Context: an optimization exercise on an open-source flow, tuned for small area, a short achievable clock period and few clock cycles per item. The choices shown serve that exercise and are no tape-out recipe.
Function not checked in this run: the RTL went through the layout flow alone.
No activity file was given, so power comes from the tool's default toggle rates.

## constraint.sdc

```tcl
create_clock -name core_clock -period 10.0 [get_ports {clk}]
set_input_delay 2.0000 -clock core_clock [delete_from_list [all_inputs] [get_ports {clk}]]
set_output_delay 2.0000 -clock core_clock [all_outputs]
set_load 0.01 [all_outputs]
```

## design.v

```verilog
module saes_core (
    input  wire        clk,
    input  wire        rst,
    input  wire        cmd_valid,
    output wire        cmd_ready,
    input  wire [23:0] cmd,
    output wire        rsp_valid,
    input  wire        rsp_ready,
    output wire        rsp_err,
    output wire [15:0] rsp_data
);
    localparam [7:0] OP_RDST  = 8'h01, OP_RST   = 8'h02, OP_GFM   = 8'h10,
                     OP_SBX   = 8'h20, OP_ISBX  = 8'h21, OP_SBB   = 8'h22,
                     OP_ISBB  = 8'h23, OP_LDS   = 8'h30, OP_RDS   = 8'h31,
                     OP_RDN   = 8'h32, OP_WRN   = 8'h33, OP_RDM   = 8'h34,
                     OP_WRM   = 8'h35, OP_RTN   = 8'h36, OP_LDK   = 8'h40,
                     OP_RDK   = 8'h41, OP_KEXP  = 8'h42, OP_RDW   = 8'h43,
                     OP_RDRK  = 8'h44, OP_ARK   = 8'h50, OP_ARKI  = 8'h51,
                     OP_SUBN  = 8'h52, OP_ISUBN = 8'h53, OP_MIXC  = 8'h54,
                     OP_IMIXC = 8'h55, OP_SHRW  = 8'h56, OP_ENC   = 8'h58,
                     OP_DEC   = 8'h59, OP_TRC   = 8'h60, OP_RDTI  = 8'h61,
                     OP_RDTS  = 8'h62, OP_RDTK  = 8'h63, OP_RDTW  = 8'h64;
    localparam [2:0] E_ILLEGAL = 3'd1, E_INDEX = 3'd2, E_NOKEY = 3'd3, E_NOTRACE = 3'd4;
    localparam [3:0] U_INPUT = 4'd0, U_KEXP = 4'd1, U_ARK = 4'd2, U_SUB = 4'd3,
                     U_ISUB  = 4'd4, U_SHR  = 4'd5, U_MIX = 4'd6, U_IMIX = 4'd7,
                     U_OUTPUT = 4'd8;
    localparam [1:0] ST_IDLE = 2'd0, ST_TRACE = 2'd1, ST_RESP = 2'd2;
    function [3:0] sbox;
        input [3:0] n;
        case (n)
            4'h0: sbox = 4'h9; 4'h1: sbox = 4'h4; 4'h2: sbox = 4'hA; 4'h3: sbox = 4'hB;
            4'h4: sbox = 4'hD; 4'h5: sbox = 4'h1; 4'h6: sbox = 4'h8; 4'h7: sbox = 4'h5;
            4'h8: sbox = 4'h6; 4'h9: sbox = 4'h2; 4'hA: sbox = 4'h0; 4'hB: sbox = 4'h3;
            4'hC: sbox = 4'hC; 4'hD: sbox = 4'hE; 4'hE: sbox = 4'hF; default: sbox = 4'h7;
        endcase
    endfunction
    function [3:0] isbox;
        input [3:0] n;
        case (n)
            4'h0: isbox = 4'hA; 4'h1: isbox = 4'h5; 4'h2: isbox = 4'h9; 4'h3: isbox = 4'hB;
            4'h4: isbox = 4'h1; 4'h5: isbox = 4'h7; 4'h6: isbox = 4'h8; 4'h7: isbox = 4'hF;
            4'h8: isbox = 4'h6; 4'h9: isbox = 4'h0; 4'hA: isbox = 4'h2; 4'hB: isbox = 4'h3;
            4'hC: isbox = 4'hC; 4'hD: isbox = 4'h4; 4'hE: isbox = 4'hD; default: isbox = 4'hE;
        endcase
    endfunction
    function [3:0] subnib;
        input [3:0] n;
        input       inv;
        subnib = inv ? isbox(n) : sbox(n);
    endfunction
    function [3:0] gfmul;
        input [3:0] a;
        input [3:0] b;
        reg   [3:0] acc, aa, bb;
        reg         out;
        integer     k;
        begin
            acc = 4'h0;
            aa  = a;
            bb  = b;
            for (k = 0; k < 4; k = k + 1) begin
                if (bb[0]) acc = acc ^ aa;
                out = aa[3];
                aa  = {aa[2:0], 1'b0};
                if (out) aa = aa ^ 4'h3;
                bb  = {1'b0, bb[3:1]};
            end
            gfmul = acc;
        end
    endfunction
    function [7:0] subbyte;
        input [7:0] b;
        input       inv;
        subbyte = {subnib(b[7:4], inv), subnib(b[3:0], inv)};
    endfunction
    function [7:0] rotnib;
        input [7:0] b;
        rotnib = {b[3:0], b[7:4]};
    endfunction
    function [15:0] subnibs;
        input [15:0] s;
        input        inv;
        subnibs = {subnib(s[15:12], inv), subnib(s[11:8], inv),
                   subnib(s[7:4], inv),   subnib(s[3:0], inv)};
    endfunction
    function [15:0] shiftrow;
        input [15:0] s;
        shiftrow = {s[15:12], s[3:0], s[7:4], s[11:8]};
    endfunction
    function [15:0] mixcols;
        input [15:0] s;
        input        inv;
        reg   [3:0]  c00, c01;
        begin
            c00 = inv ? 4'h9 : 4'h1;
            c01 = inv ? 4'h2 : 4'h4;
            mixcols = {gfmul(c00, s[15:12]) ^ gfmul(c01, s[11:8]),
                       gfmul(c01, s[15:12]) ^ gfmul(c00, s[11:8]),
                       gfmul(c00, s[7:4])   ^ gfmul(c01, s[3:0]),
                       gfmul(c01, s[7:4])   ^ gfmul(c00, s[3:0])};
        end
    endfunction
    function [47:0] expandkey;
        input [15:0] key;
        reg   [7:0]  w0, w1, w2, w3, w4, w5, g1, g3;
        begin
            w0 = key[15:8];
            w1 = key[7:0];
            g1 = subbyte(rotnib(w1), 1'b0) ^ 8'h80;
            w2 = w0 ^ g1;
            w3 = w2 ^ w1;
            g3 = subbyte(rotnib(w3), 1'b0) ^ 8'h30;
            w4 = w2 ^ g3;
            w5 = w4 ^ w3;
            expandkey = {w0, w1, w2, w3, w4, w5};
        end
    endfunction
    function [15:0] encrypt;
        input [15:0] x;
        input [47:0] words;
        reg   [15:0] s;
        begin
            s = x ^ words[47:32];
            s = subnibs(s, 1'b0);
            s = shiftrow(s);
            s = mixcols(s, 1'b0);
            s = s ^ words[31:16];
            s = subnibs(s, 1'b0);
            s = shiftrow(s);
            s = s ^ words[15:0];
            encrypt = s;
        end
    endfunction
    function [15:0] decrypt;
        input [15:0] x;
        input [47:0] words;
        reg   [15:0] s;
        begin
            s = x ^ words[15:0];
            s = shiftrow(s);
            s = subnibs(s, 1'b1);
            s = s ^ words[31:16];
            s = mixcols(s, 1'b1);
            s = shiftrow(s);
            s = subnibs(s, 1'b1);
            s = s ^ words[47:32];
            decrypt = s;
        end
    endfunction
    reg [15:0] S, K;
    reg [7:0]  W [0:5];
    reg        KSV, TRV, MODE, ERR;
    reg [2:0]  ECODE;
    reg [3:0]  STAGE;
    reg [4:0]  tb_id        [0:10];
    reg [15:0] tb_state     [0:10];
    reg        tb_has_rk    [0:10];
    reg [15:0] tb_rk        [0:10];
    reg        tb_has_words [0:10];
    reg [47:0] tb_words     [0:10];
    reg [1:0]  state;
    reg        rsp_valid_q, rsp_err_q;
    reg [15:0] rsp_data_q;
    assign cmd_ready = (state == ST_IDLE);
    assign rsp_valid = rsp_valid_q;
    assign rsp_err   = rsp_err_q;
    assign rsp_data  = rsp_data_q;
    wire [15:0] RK0 = {W[0], W[1]};
    wire [15:0] RK1 = {W[2], W[3]};
    wire [15:0] RK2 = {W[4], W[5]};
    wire [47:0] W_flat = {W[0], W[1], W[2], W[3], W[4], W[5]};
    function [15:0] rk_sel;
        input [1:0] i;
        input [47:0] wf;
        case (i)
            2'd0:    rk_sel = wf[47:32];
            2'd1:    rk_sel = wf[31:16];
            default: rk_sel = wf[15:0];
        endcase
    endfunction
    wire [7:0]  op  = cmd[23:16];
    wire [15:0] imm = cmd[15:0];
    wire        accept = cmd_valid && cmd_ready;
    wire [47:0] kexp_words = expandkey(K);
    reg         ex_err;
    reg  [2:0]  ex_code;
    reg  [15:0] ex_data;
    reg         ex_wr_s;
    reg  [15:0] ex_s;
    always @(*) begin
        ex_err  = 1'b0;
        ex_code = 3'd0;
        ex_data = 16'h0000;
        ex_wr_s = 1'b0;
        ex_s    = S;
        case (op)
            OP_RDST:  ex_data = {5'b0, ECODE, STAGE, ERR, MODE, TRV, KSV};
            OP_RST:   ex_data = 16'h0000;
            OP_GFM:   ex_data = {12'h000, gfmul(imm[7:4], imm[3:0])};
            OP_SBX:   ex_data = {12'h000, sbox(imm[3:0])};
            OP_ISBX:  ex_data = {12'h000, isbox(imm[3:0])};
            OP_SBB:   ex_data = {8'h00, subbyte(imm[7:0], 1'b0)};
            OP_ISBB:  ex_data = {8'h00, subbyte(imm[7:0], 1'b1)};
            OP_LDS: begin
                ex_wr_s = 1'b1;
                ex_s    = imm;
                ex_data = imm;
            end
            OP_RDS:   ex_data = S;
            OP_RDN: begin
                case (imm[1:0])
                    2'd0: ex_data = {12'h000, S[15:12]};
                    2'd1: ex_data = {12'h000, S[11:8]};
                    2'd2: ex_data = {12'h000, S[7:4]};
                    default: ex_data = {12'h000, S[3:0]};
                endcase
            end
            OP_WRN, OP_WRM: begin
                ex_wr_s = 1'b1;
                case ((op == OP_WRN) ? imm[5:4] : {imm[4], imm[5]})
                    2'd0: ex_s = {imm[3:0], S[11:0]};
                    2'd1: ex_s = {S[15:12], imm[3:0], S[7:0]};
                    2'd2: ex_s = {S[15:8], imm[3:0], S[3:0]};
                    default: ex_s = {S[15:4], imm[3:0]};
                endcase
                ex_data = ex_s;
            end
            OP_RDM: begin
                case ({imm[0], imm[1]})
                    2'd0: ex_data = {12'h000, S[15:12]};
                    2'd1: ex_data = {12'h000, S[11:8]};
                    2'd2: ex_data = {12'h000, S[7:4]};
                    default: ex_data = {12'h000, S[3:0]};
                endcase
            end
            OP_RTN:   ex_data = {8'h00, rotnib(imm[7:0])};
            OP_LDK:   ex_data = 16'h0000;
            OP_RDK:   ex_data = K;
            OP_KEXP:  ex_data = 16'h0000;
            OP_RDW: begin
                if (imm[2:0] > 3'd5) begin
                    ex_err = 1'b1; ex_code = E_INDEX;
                end else if (!KSV) begin
                    ex_err = 1'b1; ex_code = E_NOKEY;
                end else begin
                    ex_data = {8'h00, W[imm[2:0]]};
                end
            end
            OP_RDRK, OP_ARK: begin
                if (imm[1:0] == 2'd3) begin
                    ex_err = 1'b1; ex_code = E_INDEX;
                end else if (!KSV) begin
                    ex_err = 1'b1; ex_code = E_NOKEY;
                end else if (op == OP_RDRK) begin
                    ex_data = rk_sel(imm[1:0], W_flat);
                end else begin
                    ex_wr_s = 1'b1;
                    ex_s    = S ^ rk_sel(imm[1:0], W_flat);
                    ex_data = ex_s;
                end
            end
            OP_ARKI, OP_SUBN, OP_ISUBN, OP_MIXC, OP_IMIXC, OP_SHRW, OP_ENC, OP_DEC: begin
                ex_wr_s = 1'b1;
                case (op)
                    OP_ARKI:  ex_s = S ^ imm;
                    OP_SUBN:  ex_s = subnibs(S, 1'b0);
                    OP_ISUBN: ex_s = subnibs(S, 1'b1);
                    OP_MIXC:  ex_s = mixcols(S, 1'b0);
                    OP_IMIXC: ex_s = mixcols(S, 1'b1);
                    OP_SHRW:  ex_s = shiftrow(S);
                    OP_ENC:   ex_s = encrypt(S, kexp_words);
                    default:  ex_s = decrypt(S, kexp_words);
                endcase
                ex_data = ex_s;
            end
            OP_TRC:   ex_data = 16'h0000;    
            OP_RDTI, OP_RDTS, OP_RDTK, OP_RDTW: begin
                if (imm[3:0] > 4'd10 || (op == OP_RDTW && imm[6:4] > 3'd5)) begin
                    ex_err = 1'b1; ex_code = E_INDEX;
                end else if (!TRV) begin
                    ex_err = 1'b1; ex_code = E_NOTRACE;
                end else begin
                    case (op)
                        OP_RDTI: ex_data = {6'b0, tb_has_words[imm[3:0]], tb_has_rk[imm[3:0]],
                                            3'b000, tb_id[imm[3:0]]};
                        OP_RDTS: ex_data = tb_state[imm[3:0]];
                        OP_RDTK: ex_data = tb_rk[imm[3:0]];
                        default: begin
                            case (imm[6:4])
                                3'd0: ex_data = {8'h00, tb_words[imm[3:0]][47:40]};
                                3'd1: ex_data = {8'h00, tb_words[imm[3:0]][39:32]};
                                3'd2: ex_data = {8'h00, tb_words[imm[3:0]][31:24]};
                                3'd3: ex_data = {8'h00, tb_words[imm[3:0]][23:16]};
                                3'd4: ex_data = {8'h00, tb_words[imm[3:0]][15:8]};
                                default: ex_data = {8'h00, tb_words[imm[3:0]][7:0]};
                            endcase
                        end
                    endcase
                end
            end
            default: begin
                ex_err = 1'b1; ex_code = E_ILLEGAL;
            end
        endcase
        if (ex_err) begin
            ex_data = {13'b0, ex_code};
            ex_wr_s = 1'b0;
        end
    end
    reg [3:0]  seq_uop;
    reg [1:0]  seq_k;
    reg [15:0] seq_s;
    always @(*) begin
        seq_k = 2'd0;
        case (STAGE)
            4'd0:  seq_uop = U_INPUT;
            4'd1:  seq_uop = U_KEXP;
            4'd2:  begin seq_uop = U_ARK; seq_k = MODE ? 2'd2 : 2'd0; end
            4'd3:  seq_uop = MODE ? U_SHR  : U_SUB;
            4'd4:  seq_uop = MODE ? U_ISUB : U_SHR;
            4'd5:  begin
                       seq_uop = MODE ? U_ARK : U_MIX;
                       seq_k   = 2'd1;
                   end
            4'd6:  begin
                       seq_uop = MODE ? U_IMIX : U_ARK;
                       seq_k   = 2'd1;
                   end
            4'd7:  seq_uop = MODE ? U_SHR  : U_SUB;
            4'd8:  seq_uop = MODE ? U_ISUB : U_SHR;
            4'd9:  begin seq_uop = U_ARK; seq_k = MODE ? 2'd0 : 2'd2; end
            default: seq_uop = U_OUTPUT;
        endcase
        case (seq_uop)
            U_ARK:  seq_s = S ^ rk_sel(seq_k, W_flat);
            U_SUB:  seq_s = subnibs(S, 1'b0);
            U_ISUB: seq_s = subnibs(S, 1'b1);
            U_SHR:  seq_s = shiftrow(S);
            U_MIX:  seq_s = mixcols(S, 1'b0);
            U_IMIX: seq_s = mixcols(S, 1'b1);
            default: seq_s = S;
        endcase
    end
    wire [4:0] seq_id = {MODE && (STAGE >= 4'd2) && (STAGE <= 4'd9), STAGE};
    integer i;
    always @(posedge clk) begin
        if (rst || (accept && op == OP_RST)) begin
            S     <= 16'h0000;
            K     <= 16'h0000;
            for (i = 0; i < 6; i = i + 1) W[i] <= 8'h00;
            KSV   <= 1'b0;
            TRV   <= 1'b0;
            MODE  <= 1'b0;
            ERR   <= 1'b0;
            ECODE <= 3'd0;
            STAGE <= 4'd0;
            for (i = 0; i < 11; i = i + 1) begin
                tb_id[i]        <= 5'd0;
                tb_state[i]     <= 16'h0000;
                tb_has_rk[i]    <= 1'b0;
                tb_rk[i]        <= 16'h0000;
                tb_has_words[i] <= 1'b0;
                tb_words[i]     <= 48'h0;
            end
        end else begin
            case (state)
                ST_IDLE: begin
                    if (accept) begin
                        if (ex_err) begin
                            if (!ERR) begin
                                ERR   <= 1'b1;
                                ECODE <= ex_code;
                            end
                        end else begin
                            if (ex_wr_s) S <= ex_s;
                            if (op == OP_LDK) begin
                                K   <= imm;
                                KSV <= 1'b0;
                            end
                            if (op == OP_KEXP || op == OP_ENC || op == OP_DEC) begin
                                for (i = 0; i < 6; i = i + 1)
                                    W[i] <= kexp_words[47 - 8*i -: 8];
                                KSV <= 1'b1;
                            end
                            if (op == OP_TRC) begin
                                MODE  <= imm[0];
                                STAGE <= 4'd0;
                            end
                        end
                    end
                end
                ST_TRACE: begin
                    if (seq_uop == U_KEXP) begin
                        for (i = 0; i < 6; i = i + 1)
                            W[i] <= kexp_words[47 - 8*i -: 8];
                        KSV <= 1'b1;
                    end
                    S <= seq_s;
                    tb_id[STAGE]        <= seq_id;
                    tb_state[STAGE]     <= seq_s;
                    tb_has_rk[STAGE]    <= (seq_uop == U_ARK);
                    tb_rk[STAGE]        <= (seq_uop == U_ARK) ? rk_sel(seq_k, W_flat) : 16'h0000;
                    tb_has_words[STAGE] <= (seq_uop == U_KEXP);
                    tb_words[STAGE]     <= (seq_uop == U_KEXP) ? kexp_words : 48'h0;
                    STAGE <= STAGE + 4'd1;
                    if (STAGE == 4'd10) TRV <= 1'b1;
                end
                default: ;
            endcase
        end
    end
    always @(posedge clk) begin
        if (rst) begin
            state       <= ST_IDLE;
            rsp_valid_q <= 1'b0;
            rsp_err_q   <= 1'b0;
            rsp_data_q  <= 16'h0000;
        end else begin
            case (state)
                ST_IDLE: begin
                    if (accept) begin
                        if (op == OP_TRC) begin
                            state <= ST_TRACE;
                        end else begin
                            state       <= ST_RESP;
                            rsp_valid_q <= 1'b1;
                            rsp_err_q   <= ex_err;
                            rsp_data_q  <= ex_data;
                        end
                    end
                end
                ST_TRACE: begin
                    if (STAGE == 4'd10) begin
                        state       <= ST_RESP;
                        rsp_valid_q <= 1'b1;
                        rsp_err_q   <= 1'b0;
                        rsp_data_q  <= seq_s;
                    end
                end
                default: begin
                    if (rsp_ready) begin
                        state       <= ST_IDLE;
                        rsp_valid_q <= 1'b0;
                    end
                end
            endcase
        end
    end
endmodule
```

## config.mk

```make
export PLATFORM = sky130hd
export DESIGN_NAME = saes_core
export DESIGN_NICKNAME = saes_core
export VERILOG_FILES = /design/flow/design.v
export SDC_FILE = /design/flow/constraint.sdc
export NUM_CORES = 4
export LEC_CHECK = 0
export CAP_MARGIN = 20
export CORE_MARGIN = 2
export CORE_UTILIZATION = 40
export SLEW_MARGIN = 20
```

## run.sh

```bash
#!/bin/bash
# synth_recipe.tcl (not shown) runs the flow's synth.tcl, then flattens the netlist and writes it again
# the make line also repeats each setting of config.mk as NAME=value (left out here)
make -C /OpenROAD-flow-scripts/flow DESIGN_CONFIG=/design/flow/config.mk WORK_HOME=/design/flow/orfs CLKGATE_MAP_FILE= SYNTH_SCRIPT=/design/flow/synth_recipe.tcl finish
```

==> flow_summary_export.csv <==
group,metric,value,unit
placed_design,numPortBuffers,46,
grt,grt_max_degree,88,
power_and_ir_drop,p_sw,0.003391,W
synthesis,yosysTopAreaCell,"edfxtp_1",
grt,grt_usage,0.2688,
power_and_ir_drop,peakVddDrop,0.1295,mV
placed_design,gp_congestion,1.028,
power_and_ir_drop,pwr-share-comb,0.081,
worst_setup_path,cp_max_fo,14,
power_and_ir_drop,p_int,0.01111,W
sta,slew-limit-headroom,0.1730,
clocking,post_cts_buffers,0,
synthesis,syn_avg_cell_area,13.59,um2
route,post_drt_via_cell_ratio,6.044,
floorplan,start_util,0.4023,
final_layout,fillCellCount,16670,
clocking,post_cts_resized,0,
grt,first_global_vias,49900,
floorplan,die_height,438.4,um
synthesis,synthArstFlopShare,0,
sta,worst_hold_slack,0.4489,ns
sta,setup_violations,0,
sta,post-route-period-util,0.8323,
grt,overflow,0,
route,drc,0,
floorplan,core,0.1876,mm2
sta,rsz0062_at_grt,"false",
power_and_ir_drop,power_frac_seq,0.496,
sta,setup_tns,0,ns
min_path,hp-class,"flip-flop to flip-flop",
sta,finClkSkew,0.06137,ns
synthesis,ys_seq_area_frac,0.5823,
synthesis,synth-seq-cells,1543,
worst_setup_path,crit_path_start_kind,"flip-flop",
final_layout,num-nets-final,6018,
sta,worst_slew_pin_slew,1.241,ns
final_layout,drive_gt1_frac,0.1709,
synthesis,synth_most_common_cell,"edfxtp_1",
sta,min_period,8.323,ns
floorplan,rows,159,
final_layout,area_growth,13.64,%
synthesis,yosysUniqueCellTypes,114,
power_and_ir_drop,total_power,0.01450,W
run,maxCapViolCount,0,
synthesis,netlist_top_cells_count,"edfxtp_1 (1305), nor2_1 (738), mux4_2 (449)",
synthesis,netlist_area,0.07548,mm2
route,finalWirelength,260600,um
route,drt-pass1-iter-count,7,
floorplan,fp.dieArea,0.1922,mm2
clocking,cts_buffer_depth,3,
synthesis,synth_area_leaders,"edfxtp_1 (52%), mux4_2 (13%), dfxtp_1 (6.3%)",
synthesis,yosysTopAreaCellShare,0.5192,
clocking,cts-root-buf,"clkbuf_16",
floorplan,dieWidth,438.4,um
clocking,path_clk_slew,0.07,ns
worst_setup_path,end_kind,"flip-flop",
clocking,clock_sinks,1543,
route,antenna_left,0,
placed_design,dp_slack,1.858,ns
power_and_ir_drop,power_leakage,29.53,nW
sta,final-hold-violation-count,0,
route,vias,51110,
synthesis,syn_inst,5556,
clocking,cts_buffers,162,
power_and_ir_drop,pwr-share-clk,0.423,
sta,slew_viol_final,0,
power_and_ir_drop,power.density,169.0,mW/mm2
grt,grt_pass1_wl,370400,um
placed_design,hpwl,169800,um
clocking,postCtsHoldBufs,0,
clocking,clk_latency,0.83,ns
synthesis,synth_edf_count,1305,
grt,antenna_found_initial,8,
route,drtIter0Drc,7065,
clocking,cts_tree,"done",
min_path,hold_path_depth,2,
synthesis,ys.flop_type,"edfxtp_1",
worst_setup_path,reg2reg_depth,22,
power_and_ir_drop,switching_share,0.2339,
worst_setup_path,critPathKind,"flip-flop to flip-flop",
clocking,htree_levels,4,
worst_setup_path,cp.required,10.71,ns
route,wire_per_inst,30.81,um
sta,fmax,120.2,MHz
floorplan,pin_count,47,
sta,fin_ws,1.677,ns
synthesis,yosysWarnings,2,
worst_setup_path,worstPathArrival,9.04,ns
outcome,status,"finished clean",
[cells in the final DEF, fill, tap and decap left out, types with 22 or more instances in the layout]
| cell type | instances |
|---|---|
| a211oi_1 | 52 |
| a21oi_1 | 195 |
| a221oi_1 | 46 |
| a22o_1 | 22 |
| a22oi_1 | 63 |
| a31oi_1 | 38 |
| and2_1 | 106 |
| and3_1 | 61 |
| buf_4 | 187 |
| clkbuf_1 | 42 |
| clkbuf_16 | 164 |
| clkdlybuf4s50_1 | 41 |
| clkinv_1 | 23 |
| conb_1 | 268 |
| dfxtp_1 | 238 |
| edfxtp_1 | 1305 |
| ha_1 | 171 |
| inv_1 | 181 |
| mux2i_1 | 109 |
| mux4_2 | 449 |
| nand2_1 | 289 |
| nand2b_1 | 27 |
| nand3_1 | 93 |
| nor2_1 | 733 |
| nor3_1 | 52 |
| o211ai_1 | 34 |
| o21ai_0 | 159 |
| o22ai_1 | 36 |
| or3_1 | 29 |
| xnor2_1 | 125 |
| xor2_1 | 59 |
[logic make-up after synthesis]
logic type	Yosys count	synth area share
adder cells (fa/ha/maj)	171	0.02835
XOR/XNOR	214	0.02987
buffers and inverters	603	0.03179
flip-flops	1543	0.5823
AND/OR/NAND/NOR	1507	0.08938
multiplexers	575	0.1510
AO/OA/AOI/OAI	942	0.08724
other	1	0.00004968
[layout make-up]
| type | instances | area (um2) | share of cell area |
|---|---|---|---|
| sequential | 1543 | 43950 | 0.5124 |
| multi-input combinational | 3677 | 30440 | 0.3549 |
| clock buffer | 225 | 4523 | 0.05273 |
| tap | 2495 | 3122 | 0.03640 |
| timing repair buffer | 246 | 2122 | 0.02474 |
| clock inverter | 78 | 892.1 | 0.01040 |
| inverter | 189 | 714.4 | 0.008329 |
| antenna | 4 | 10.01 | 0.0001167 |
[worst paths after layout]
kind	startpoint	slack [ns]	to
hold / removal	tb_rk[10][2]	0.45	tb_rk[10][2]
setup reg to reg	K[12]	1.68	flip-flop
hold reg to reg	tb_rk[10][2]	0.45	tb_rk[10][2]
setup / recovery	K[12]	1.68	flip-flop
[critical path, stage by stage, from the launching register on]
cell and delay (ns):
dfxtp_1 0.91, xnor3_1 0.84, inv_2 0.28, ha_1 0.39, mux4_2 0.55, xnor2_1 0.58, ha_1 0.34, and3b_1 0.19
nor4_1 0.42, o211ai_1 0.23, and2_1 0.28, xnor2_1 0.44, ha_1 0.32, o2111ai_1 0.13, o2111ai_1 0.31, a21o_1 0.26
o211a_1 0.14, a21oi_1 0.60, inv_1 0.29, ha_1 0.26, inv_1 0.09, mux2i_1 0.10, mux2_2 0.29
[power groups by stage]
stage	combinational (W)	clock, W	sequential, W
final	0.00117	0.00614	0.00719
after global routing	0.00123	0.00645	0.00720
after CTS	0.00116	0.00621	0.00719
after detailed placement	0.00115	0	0.00733
after global placement	0.00115	0	0.00731
after floorplan	0.000746	0	0.00731
[layer usage]
metal,share of wire,track usage,vias up
li1,-,-,21490
met1,0.40,0.3696,26220
met2,0.45,0.4093,2830
met3,0.095,0.05580,578
met4,0.052,0.1246,4
met5,0.000084,0,-
[through the flow]
stage	util	instances	area (um2)
CTS	0.4568	8451	85690
floorplan	-	5823	76490
global route	0.4572	8454	85770
global placement	0.4278	8147	80260
detailed placement	0.4279	8148	80280
finish	0.4572	8457	85770
[sequential cells by signal (all words and copies together), names as in the netlist, 2 cells and up, named ones only]
register      cells
W                48
tb_has_rk        16
tb_rk           256
K                16
rsp_data_q       16
tb_state        256
tb_id            80
S                16
tb_has_words     16
ECODE             3
tb_words        768
STAGE             4
state             2

-- afterwards: timing with drivers on the ports --
No port has a modelled driver above. Below, the same layout with a new extraction and two added sets of constraints. Step 1 (the two cells are an assumption about what drives the block):
set clk [get_ports {clk}]
set_driving_cell -lib_cell sky130_fd_sc_hd__clkbuf_16 $clk
set_driving_cell -lib_cell sky130_fd_sc_hd__buf_2 [delete_from_list [all_inputs] $clk]
Step 2 adds t to the input delays and takes it off the output delays; t is the mean of the earliest and latest rising clock arrival at the registers after step 1. Input paths then give back, and output paths get back, about the clock's delay inside the block. a / b / c = no drivers / after step 1 / after step 2; a / b = the first two.
t (ns): 0.881
setup WS [ns]: 1.677 / 1.677 / 1.677
worst hold slack (ns): 0.449 / 0.449 / 0.449
worst register clock-pin slew, ns: 0.08 / 0.08
cell pins on the clock port's net: 1
After both steps this run still meets setup and hold. The setup slack of this run moves by 0.000 ns with the drivers and by 0.000 ns with both steps.
